What follows belongs to an exercise in optimizing a design on an open flow for small area, a short achievable clock period and few clock cycles; a production flow would make more cautious choices.
At most, simulation tests tie the RTL to the original design; equivalence was not proved.
Power figures rest on the tool's default switching activity, not on a simulated workload.

==> flow/design.v (excerpt) <==
module pcwlc_core (
    input  wire        clk,
    input  wire        rst,
    input  wire        host_we,
    input  wire [2:0]  host_addr,
    input  wire [63:0] host_wdata,
    output wire [31:0] status,
    output wire [63:0] res,
    output wire [63:0] res2,
    output wire [31:0] erraddr,
    output reg         port_req,
    output reg         port_we,
    output reg  [1:0]  port_size,     
    output reg  [16:0] port_addr,
    output wire [31:0] port_wdata,
    input  wire        port_ack,
    input  wire [1:0]  port_fail,     
    input  wire [31:0] port_rdata,
    input  wire [63:0] now
);
Size: roughly 3300 cells after synthesis, roughly 410 flip-flops, about 410 I/O pins.
==> flow/config.mk <==
export PLATFORM = sky130hd
export DESIGN_NAME = pcwlc_core
export DESIGN_NICKNAME = pcwlc_core
export VERILOG_FILES = /design/flow/design.v
export SDC_FILE = /design/flow/constraint.sdc
export NUM_CORES = 4
export LEC_CHECK = 0
export CAP_MARGIN = 20
export CORE_MARGIN = 2
export CORE_UTILIZATION = 40
export SETUP_SLACK_MARGIN = 5
export SLEW_MARGIN = 20
==> flow/constraint.sdc <==
create_clock -name core_clock -period 8.0 [get_ports {clk}]
set_input_delay 1.6000 -clock core_clock [delete_from_list [all_inputs] [get_ports {clk}]]
set_output_delay 1.6000 -clock core_clock [all_outputs]
set_load 0.01 [all_outputs]
run.sh (not shown) runs the stock make flow with config.mk's settings and CLKGATE_MAP_FILE= SYNTH_SCRIPT=/design/flow/synth_recipe.tcl, a recipe that flattens the netlist after the stock synthesis.
Testbench counts at the start, summed over its fixed seeds: cycles 67,760.
==> next run, changes <==
Settings changed: SETUP_SLACK_MARGIN 5 to 4.
Effect: The new run completed without violations. Clock skew stays flat. Total power went down by about 3.3%. Critical path depth is unchanged. Final area went down by 9.1%. Area after synthesis does not change. First-iteration DRC count went down by 13%.

Setup of before:
pcwlc_core, a different RTL version from the one above (not shown whole).
For scale: ~3300 cells after synthesis, about 430 flip-flops, about 0.027 mm2 of cells after synthesis.
==> flow/config.mk <==
export PLATFORM = sky130hd
export DESIGN_NAME = pcwlc_core
export DESIGN_NICKNAME = pcwlc_core
export VERILOG_FILES = /design/flow/design.v
export SDC_FILE = /design/flow/constraint.sdc
export NUM_CORES = 4
export LEC_CHECK = 0
export CAP_MARGIN = 20
export CORE_MARGIN = 2
export CORE_UTILIZATION = 40
export PLACE_DENSITY = 0.75
export SETUP_SLACK_MARGIN = 4.25
export SLEW_MARGIN = 20
==> flow/constraint.sdc <==
create_clock -name core_clock -period 8.0 [get_ports {clk}]
set_input_delay 1.6000 -clock core_clock [delete_from_list [all_inputs] [get_ports {clk}]]
set_output_delay 1.6000 -clock core_clock [all_outputs]
set_load 0.01 [all_outputs]
standard.sh (not shown) runs the stock make flow with config.mk's settings and CLKGATE_MAP_FILE= SYNTH_SCRIPT=/design/flow/synth_recipe.tcl, a recipe that flattens the netlist after the stock synthesis.
==> flow/flow/run.sh <==
#!/bin/bash
# Layout flow: the standard flow (standard.sh: the standard synthesis,
# then ORFS to the routed layout) with two layout settings changed:
#  - the port buffers are buf_1 cells instead of the delay buffers that
#    buffer_ports picks by default; timing repair upsizes the ones on
#    critical paths;
#  - the resizer may change a cell's footprint when it sizes cells
#    (MATCH_CELL_FOOTPRINT=0), so timing repair can upsize freely.
# The output of the whole run goes to standard.log in the work folder; ORFS
# keeps each step's log under orfs/logs/.
set -euo pipefail
bash standard.sh MATCH_CELL_FOOTPRINT=0 \
    "BUFFER_PORTS_ARGS=-buffer_cell sky130_fd_sc_hd__buf_1" \
    finish > standard.log 2>&1
Testbench counts of before, summed over its fixed seeds: cycles 67,760.
Changes in after relative to before:
- a change of SETUP_SLACK_MARGIN from 4.25 to 4
- a deleted PLACE_DENSITY that had been 0.75
- a change of CORE_UTILIZATION from 40 to 50
Results
The run with more routed wire is before, not after.
The number of instances on the worst hold path of after falls short of that of before by 1.
Looking at cell area, after sits 0.0010 mm2 below before.

Starting RTL as in the previous note.
==> flow/design.v (excerpt) <==
module pcwlc_core (
    input  wire        clk,
    input  wire        rst,
    input  wire        host_we,
    input  wire [2:0]  host_addr,
    input  wire [63:0] host_wdata,
    output wire [31:0] status,
    output wire [63:0] res,
    output wire [63:0] res2,
    output wire [31:0] erraddr,
    output reg         port_req,
    output reg         port_we,
    output reg  [1:0]  port_size,     
    output reg  [16:0] port_addr,
    output wire [31:0] port_wdata,
    input  wire        port_ack,
    input  wire [1:0]  port_fail,     
    input  wire [31:0] port_rdata,
    input  wire [63:0] now
);
    localparam [2:0] C_OK      = 3'd0;
    localparam [2:0] C_NOTFND  = 3'd1;
    localparam [2:0] C_ALIGN   = 3'd2;
    localparam [2:0] C_RANGE   = 3'd3;
    localparam [2:0] C_UNSUP   = 3'd4;
    localparam [2:0] C_IOFAIL  = 3'd5;
    localparam [2:0] C_ILLEGAL = 3'd6;
    localparam [4:0] OP_CFG_READ   = 5'h01;
    localparam [4:0] OP_CFG_WRITE  = 5'h02;
    localparam [4:0] OP_FIND_STD   = 5'h03;
    localparam [4:0] OP_FIND_EXT   = 5'h04;
    localparam [4:0] OP_ENABLE     = 5'h05;
    localparam [4:0] OP_DISABLE    = 5'h06;
    localparam [4:0] OP_RETRAIN    = 5'h07;
    localparam [4:0] OP_SET_SPEED  = 5'h08;
    localparam [4:0] OP_READ_STAT  = 5'h09;
    localparam [4:0] OP_WAIT_TRAIN = 5'h0A;
  ...
export LEC_CHECK = 0
export CAP_MARGIN = 20
export CORE_MARGIN = 2
export CORE_UTILIZATION = 40
export SETUP_SLACK_MARGIN = 4
export SLEW_MARGIN = 20
create_clock -name core_clock -period 8.0 [get_ports {clk}]
Scripts as last shown in full above: flow/flow/run.sh
Testbench counts at the start, summed over its fixed seeds: cycles 67,760.
Rerun with:
- CTS_BUF_LIST: unset -> sky130_fd_sc_hd__clkbuf_4 sky130_fd_sc_hd__clkbuf_8
- PLACE_DENSITY: unset -> 0.75
The new run finished clean.
Wire length is lower by 1.8%.
Clock-buffer cell count is higher by 44.
Final area is lower by 0.77%.
Core utilization is lower by 0.36 points.
Final cell count is higher by 0.70%.
First-iteration DRC count is higher by 21%.
Sequential cell count does not change.
Power is lower by 1.2%.
Worst setup slack improved by 0.077 ns.
Rerun with:
- CTS_BUF_LIST: sky130_fd_sc_hd__clkbuf_4 sky130_fd_sc_hd__clkbuf_8 -> unset
- PLACE_DENSITY: 0.75 -> unset
- SETUP_SLACK_MARGIN: 4 -> 4.5
After rerunning: The new run completed with no timing, DRC or antenna violations. Maximum frequency grows by a few percent. Cell count grows slightly. Routed wire length grows by a few percent. Power grows by a few percent. Critical path depth grows by 3.
Rerun with:
- CAP_MARGIN: 20 -> 10
- PLACE_DENSITY: unset -> 0.75
- SETUP_SLACK_MARGIN: 4.5 -> 4
- SLEW_MARGIN: 20 -> 10
Outcome: Combinational power goes down by roughly a tenth. Area after synthesis stays the same. Setup slack degrades by 0.24 ns. Final cell count goes down by a few percent. Die area stays the same. Worst hold slack hardly moves. Final area goes down by a few percent. Clock-buffer cell count goes down by 5. Global-route usage goes down by 2.0 points. Via count goes down slightly.

pcwlc_core, a different RTL version from the one above (not shown whole).
Size in the first run: ~3,000 cells after synthesis, about 410 flip-flops, about 27,000 um2 of cells after synthesis.
Settings: LEC_CHECK=0, CAP_MARGIN=20, CORE_MARGIN=2, CORE_UTILIZATION=40, SETUP_SLACK_MARGIN=4, SLEW_MARGIN=20; clock period 8.0 ns.
run.sh (not shown) runs the stock make flow with config.mk's settings and CLKGATE_MAP_FILE= SYNTH_SCRIPT=/design/flow/synth_recipe.tcl, a recipe that flattens the netlist after the stock synthesis.
Stock flow here: none of the scripts above is used.
The first run passed the timing, DRC and antenna checks.
Change:
- SETUP_SLACK_MARGIN: 4 -> 3
Utilization came out lower by 1.3 points.
Power came out lower by 2.8%.
Critical path depth does not change.
Synthesized cell count stays the same.
Routed wire length came out lower by 0.46%.
No functional check of the RTL was part of any run of this note.

## main
Another version of the RTL of pcwlc_core (not shown whole).
For scale: about 3,300 cells after synthesis, ~410 I/O pins, about 27,000 um^2 of cells after synthesis.
clock: 8.0 ns
lec_check: 0
cap_margin: 20
core_margin: 2
core_utilization: 40
setup_slack_margin: 4
slew_margin: 20
Here is what was changed in the inputs of the feature branch compared with main.
==> flow/flow/run.sh (new file) <==
#!/bin/bash
# Layout flow: the standard flow (standard.sh: the standard synthesis,
# then ORFS to the routed layout) with two layout settings changed:
#  - the port buffers are buf_4 cells instead of the delay buffers that
#    buffer_ports picks by default;
#  - the resizer may change a cell's footprint when it sizes cells
#    (MATCH_CELL_FOOTPRINT=0), so timing repair can upsize freely.
# The output of the whole run goes to standard.log in the work folder; ORFS
# keeps each step's log under orfs/logs/.
set -euo pipefail
bash standard.sh MATCH_CELL_FOOTPRINT=0 \
    "BUFFER_PORTS_ARGS=-buffer_cell sky130_fd_sc_hd__buf_4" \
    finish > standard.log 2>&1
==> flow/standard.sh (new file) <==
#!/bin/bash
# synth_recipe.tcl (not shown) runs the flow's synth.tcl, then flattens the netlist and writes it again
# the make line also repeats each setting of config.mk as NAME=value (left out here)
make -C /OpenROAD-flow-scripts/flow DESIGN_CONFIG=/design/flow/config.mk WORK_HOME=/design/flow/orfs CLKGATE_MAP_FILE= SYNTH_SCRIPT=/design/flow/synth_recipe.tcl "${@:-finish}"
removed: flow/run.sh
Findings:
Delta (the feature branch minus main): relative area of non-clock buffer cells in the final design fell by 2.4 points; clock network fraction of total power now sits lower; total via count in the routed design essentially unchanged; tap cell count flat; detailed route wirelength on metal3 dropped about 10%.
The post-layout minimum cycle time of the feature branch falls short of that of main by 0.093 ns.
No run of this note included a check of the RTL's function; only the layout flow was run.

== v6 ==
Another version of the RTL of pcwlc_core (not shown whole).
Size in the first run: ~3600 cells after synthesis, about 440 flip-flops, ~410 I/O pins.
make LEC_CHECK=0 CAP_MARGIN=20 CORE_MARGIN=2 CORE_UTILIZATION=40 SETUP_SLACK_MARGIN=5 SLEW_MARGIN=20 finish   # period 8.0 ns
Stock flow here: none of the scripts above is used.
[inputs] v7 vs v6
Settings: changing SETUP_SLACK_MARGIN from 5 to 4.5.
Findings:
- Total power draw for v7 is lower than for v6.
- Core utilization in v7 is 2.6 points lower than in v6
- As of v7, final area had fallen by a few percent compared to v6.
- Hold slack delta (v6 -> v7): insignificant
- Where leakage power figure is concerned, v6 is outperformed by v7.
- The sequential share of power number comes out lower for v6 vs v7.
- v7: no failed stages, no open violations at the end
- Diff v6 -> v7: area overhead of the layout relative to synthesis decreased by 6.4 points relative to the old numbers, wire length on met2 now smaller, combinational power went down.
No run of this note included a check of the RTL's function; only the layout flow was run.

Another version of the RTL of pcwlc_core (not shown whole).
Size in the first run: ~3,900 cells after synthesis, roughly 440 flip-flops, ~410 I/O pins, about 34,000 µm² of cells after synthesis.
clock: 8.0 ns
lec_check: 0
abc_clock_period_in_ps: 4000
cap_margin: 20
core_margin: 2
core_utilization: 40
setup_slack_margin: 3.5
slew_margin: 20
Testbench counts at the start, summed over its fixed seeds: cycles 66,953.
Next try:
- ABC_CLOCK_PERIOD_IN_PS: 4000 -> not set
- SETUP_SLACK_MARGIN: 3.5 -> not set
Result: The new run finished clean; combinational power went down by about 6%; clock power is about the same; synthesized area is unchanged; power fell by about 0.65%; cell count is lower by 1.0%; die area is unchanged.
Next try:
- SETUP_SLACK_MARGIN: not set -> 3.5
Power came out higher by about 0.65%.
Hold slack barely changes.
Routed wire length came out higher by about 4.5%.
Maximum frequency came out higher by about 30%.
Sequential share of layout area came out lower by 1.2 points.
Design area came out higher by about 4%.
Combinational power came out higher by about 7%.

== north ==
RTL: one of the versions met above, not the one the previous note started from.
Size: roughly 3,300 cells after synthesis, ~430 flip-flops, about 410 I/O pins, ~0.027 mm² of cells after synthesis.
export LEC_CHECK = 0
export CAP_MARGIN = 20
export CORE_MARGIN = 2
export CORE_UTILIZATION = 40
export SETUP_SLACK_MARGIN = 4
export SLEW_MARGIN = 20
create_clock -name core_clock -period 8.0 [get_ports {clk}]
standard.sh (not shown) runs the stock make flow with config.mk's settings and CLKGATE_MAP_FILE= SYNTH_SCRIPT=/design/flow/synth_recipe.tcl, a recipe that flattens the netlist after the stock synthesis.
==> flow/flow/run.sh <==
#!/bin/bash
# Layout flow: the standard flow (standard.sh: the standard synthesis,
# then ORFS to the routed layout) with two layout settings changed:
#  - the port buffers are buf_4 cells instead of the delay buffers that
#    buffer_ports picks by default;
#  - the resizer may change a cell's footprint when it sizes cells
#    (MATCH_CELL_FOOTPRINT=0), so timing repair can upsize freely.
# The output of the whole run goes to standard.log in the work folder; ORFS
# keeps each step's log under orfs/logs/.
set -euo pipefail
bash standard.sh MATCH_CELL_FOOTPRINT=0 \
    "BUFFER_PORTS_ARGS=-buffer_cell sky130_fd_sc_hd__buf_4" \
    finish > standard.log 2>&1
Testbench counts of north, summed over its fixed seeds: cycles 67,760.
What south does differently from north at the input level:
- PLACE_DENSITY now 0.75, previously not set
--- a/flow/flow/run.sh
+++ b/flow/flow/run.sh
@@ -4,2 +4,3 @@
-#  - the port buffers are buf_4 cells instead of the delay buffers that
-#    buffer_ports picks by default;
+#  - the port buffers are buf_1 cells instead of the delay buffers that
+#    buffer_ports picks by default; timing repair upsizes the ones on
+#    critical paths;
@@ -12 +13 @@
-    "BUFFER_PORTS_ARGS=-buffer_cell sky130_fd_sc_hd__buf_4" \
+    "BUFFER_PORTS_ARGS=-buffer_cell sky130_fd_sc_hd__buf_1" \
Between south and north, power is higher for north, south comes in under that. [south] post-layout instance area fell about 4.3% relative to north. Compared with north, south degrades maximum VDD drop. Core occupancy in the finished layout down 2.1 points in south wrt north. Comparing south against north, there is no change at all in number of design rule violations left after detail routing.
Modified inputs, east compared to south
- an added GPL_ROUTABILITY_DRIVEN of 0
==> run notes <==
- Of east and south, east shows the higher clock network power, with south below it.
- south vs east, beginning of the critical path: now[0] vs now[33]
- Cell at the slowest stage of the critical path: fa_2 -> south, a221oi_2 -> east
- Delta (east minus south): sum of internal, switching and leakage power now sits higher, sum of routed wire length over all layers now sits lower, height of the die now sits at about the same level.
- Diff south -> east: number of enable flip-flop cells after synthesis roughly the same, design area climbed about 0.5%.
- Final hold slack: south vs east — no meaningful difference
--- input diff east..west ---
- GPL_ROUTABILITY_DRIVEN removed (was 0)
- CTS_BUF_LIST newly set to sky130_fd_sc_hd__clkbuf_8
[summary]
Going from east to west, the routed wire length was found to have gone up by 1.2%. For non-clock buffer count, west and east come out practically identical. Going from east to west, final cell count grows by 41. When west is set beside east, its post-layout total power turns out to be about 5% smaller. A end point of the critical path of wake_n[64]$_DFFE_PP_ is what west shows, while dl_hi_n$_DFFE_PP_ belongs to east.

Another version of the RTL of pcwlc_core (not shown whole).
Size in the first run: ~3300 cells after synthesis, about 410 flip-flops, about 410 I/O pins, about 27000 um^2 of cells after synthesis.
Design pcwlc_core, start of the top module:
module pcwlc_core (
    input  wire        clk,
    input  wire        rst,
    input  wire        host_we,
    input  wire [2:0]  host_addr,
    input  wire [63:0] host_wdata,
    output wire [31:0] status,
    output wire [63:0] res,
    output wire [63:0] res2,
    output wire [31:0] erraddr,
    output reg         port_req,
    output reg         port_we,
    output reg  [1:0]  port_size,     
    output reg  [16:0] port_addr,
    output wire [31:0] port_wdata,
    input  wire        port_ack,
    input  wire [1:0]  port_fail,     
    input  wire [31:0] port_rdata,
    input  wire [63:0] now
);
    localparam [2:0] C_OK      = 3'd0;
    localparam [2:0] C_NOTFND  = 3'd1;
    localparam [2:0] C_ALIGN   = 3'd2;
    localparam [2:0] C_RANGE   = 3'd3;
    localparam [2:0] C_UNSUP   = 3'd4;
    localparam [2:0] C_IOFAIL  = 3'd5;
    localparam [2:0] C_ILLEGAL = 3'd6;
    localparam [4:0] OP_CFG_READ   = 5'h01;
    localparam [4:0] OP_CFG_WRITE  = 5'h02;
    localparam [4:0] OP_FIND_STD   = 5'h03;
    localparam [4:0] OP_FIND_EXT   = 5'h04;
    localparam [4:0] OP_ENABLE     = 5'h05;
    localparam [4:0] OP_DISABLE    = 5'h06;
    localparam [4:0] OP_RETRAIN    = 5'h07;
    localparam [4:0] OP_SET_SPEED  = 5'h08;
    localparam [4:0] OP_READ_STAT  = 5'h09;
    localparam [4:0] OP_WAIT_TRAIN = 5'h0A;
    localparam [4:0] OP_HOT_RESET  = 5'h0B;
    localparam [4:0] OP_SET_BITS   = 5'h0C;
    localparam [4:0] S_IDLE  = 5'd0;
    localparam [4:0] S_FIN   = 5'd1;    
    localparam [4:0] S_CFGR  = 5'd2;
    localparam [4:0] S_CFGW  = 5'd3;
    localparam [4:0] S_ST    = 5'd4;    
    localparam [4:0] S_HT    = 5'd5;    
    localparam [4:0] S_PTR   = 5'd6;    
    localparam [4:0] S_ENT   = 5'd7;    
    localparam [4:0] S_EXT   = 5'd8;    
    localparam [4:0] S_RMWR  = 5'd9;    
    localparam [4:0] S_RMWW  = 5'd10;   
    localparam [4:0] S_CAP   = 5'd11;
    localparam [4:0] S_LC2R  = 5'd12;
    localparam [4:0] S_LC2W  = 5'd13;
    localparam [4:0] S_LS    = 5'd14;
  ...
Settings: LEC_CHECK=0, CAP_MARGIN=20, CORE_MARGIN=2, CORE_UTILIZATION=40, SETUP_SLACK_MARGIN=4, SLEW_MARGIN=20; clock period 8.0 ns.
==> flow/flow/run.sh <==
#!/bin/bash
# Layout flow: the standard flow (standard.sh: the standard synthesis,
# then ORFS to the routed layout) with two layout settings changed:
#  - the port buffers are buf_1 cells instead of the delay buffers that
#    buffer_ports picks by default; timing repair upsizes the ones on
#    critical paths;
#  - the resizer may change a cell's footprint when it sizes cells
#    (MATCH_CELL_FOOTPRINT=0), so timing repair can upsize freely.
# The output of the whole run goes to standard.log in the work folder; ORFS
# keeps each step's log under orfs/logs/.
set -euo pipefail
bash standard.sh MATCH_CELL_FOOTPRINT=0 \
    "BUFFER_PORTS_ARGS=-buffer_cell sky130_fd_sc_hd__buf_1" \
    finish > standard.log 2>&1
The first run went through all stages and came out clean.
Then changed:
==> flow/flow/run.sh (replaced) <==
#!/bin/bash
# Layout flow: the standard flow (standard.sh: the standard synthesis,
# then ORFS to the routed layout) with two layout settings changed:
#  - the port buffers are buf_4 cells instead of the delay buffers that
#    buffer_ports picks by default;
#  - the resizer may change a cell's footprint when it sizes cells
#    (MATCH_CELL_FOOTPRINT=0), so timing repair can upsize freely.
# The output of the whole run goes to standard.log in the work folder; ORFS
# keeps each step's log under orfs/logs/.
set -euo pipefail
bash standard.sh MATCH_CELL_FOOTPRINT=0 \
    "BUFFER_PORTS_ARGS=-buffer_cell sky130_fd_sc_hd__buf_4" \
    finish > standard.log 2>&1
After rerunning: The new run finished clean. Total power fell by 4.3%. Area after synthesis stays the same. Via count shrinks by 2.4%. Worst setup slack loses 0.044 ns. Cell count shrinks by 0.68%.
No run of this note included a check of the RTL's function; only the layout flow was run.

[separate check: timing with driven ports]
Ports are ideal in the flow. The routed layouts listed here were re-timed in OpenROAD. Step 1 assumes that a clkbuf_16 drives the clock port and a buf_2 every other input. Step 2 moves the port delays by t, midway between the first and last clock arrival at a register: inputs arrive t later, outputs are due t later. That takes back most of the time a late clock gives input paths. a / b / c = ideal ports / drivers / drivers and shift; a / b = the first two.
run | t, ns | setup slack, ns | hold WS [ns] | worst setup path at the end
the first run of note 1 | 0.676 | 2.922 / 2.950 / 2.280 | 0.454 / 0.454 / 0.454 | input to register
the second run of note 1 | 0.679 | 2.925 / 2.952 / 2.274 | 0.455 / 0.455 / 0.455 | input to register
before | 0.669 | 4.150 / 4.170 / 3.504 | 0.472 / 0.472 / 0.472 | input to register
after | 0.675 | 3.946 / 3.975 / 3.300 | 0.460 / 0.460 / 0.460 | input to register
the first run of note 3 | 0.666 | 3.950 / 3.876 / 3.210 | 0.465 / 0.465 / 0.465 | input to register
the second run of note 3 | 0.733 | 4.026 / 4.009 / 3.276 | 0.471 / 0.471 / 0.471 | input to register
the third run of note 3 | 0.670 | 4.127 / 4.128 / 3.483 | 0.470 / 0.470 / 0.470 | input to register
the fourth run of note 3 | 0.666 | 3.886 / 3.924 / 3.258 | 0.470 / 0.470 / 0.470 | input to register
the first run of note 4 | 0.660 | 2.119 / 2.129 / 1.488 | 0.452 / 0.452 / 0.452 | input to register
the second run of note 4 | 0.655 | 1.985 / 2.006 / 1.351 | 0.453 / 0.453 / 0.453 | input to register
main | 0.703 | 3.295 / 3.295 / 3.295 | 0.475 / 0.475 / 0.475 | register to register
the feature branch | 0.708 | 3.388 / 3.388 / 3.356 | 0.478 / 0.478 / 0.478 | input to register
v6 | 0.703 | 3.992 / 4.011 / 3.309 | 0.452 / 0.452 / 0.452 | input to register
v7 | 0.693 | 3.838 / 3.847 / 3.154 | 0.452 / 0.452 / 0.452 | input to register
the first run of note 7 | 0.697 | 3.399 / 3.408 / 2.711 | 0.452 / 0.452 / 0.452 | input to register
the second run of note 7 | 0.710 | 2.024 / 1.979 / 1.269 | 0.452 / 0.452 / 0.452 | input to register
the third run of note 7 | 0.697 | 3.399 / 3.408 / 2.711 | 0.452 / 0.452 / 0.452 | input to register
north | 0.659 | 4.023 / 4.061 / 3.402 | 0.473 / 0.473 / 0.473 | input to register
south | 0.665 | 3.965 / 3.987 / 3.322 | 0.469 / 0.469 / 0.469 | input to register
east | 0.686 | 4.001 / 3.989 / 3.302 | 0.471 / 0.471 / 0.471 | input to register
west | 0.729 | 4.009 / 4.026 / 3.297 | 0.470 / 0.470 / 0.470 | input to register
the first run of note 9 | 0.685 | 3.697 / 3.724 / 3.039 | 0.473 / 0.473 / 0.473 | input to register
the second run of note 9 | 0.657 | 3.653 / 3.653 / 3.070 | 0.475 / 0.475 / 0.475 | input to register
After both steps setup and hold are still met in every run listed. For the second run of note 7, which loses most, drivers alone change the setup slack by -0.045 ns; drivers and shift together by -0.755 ns.
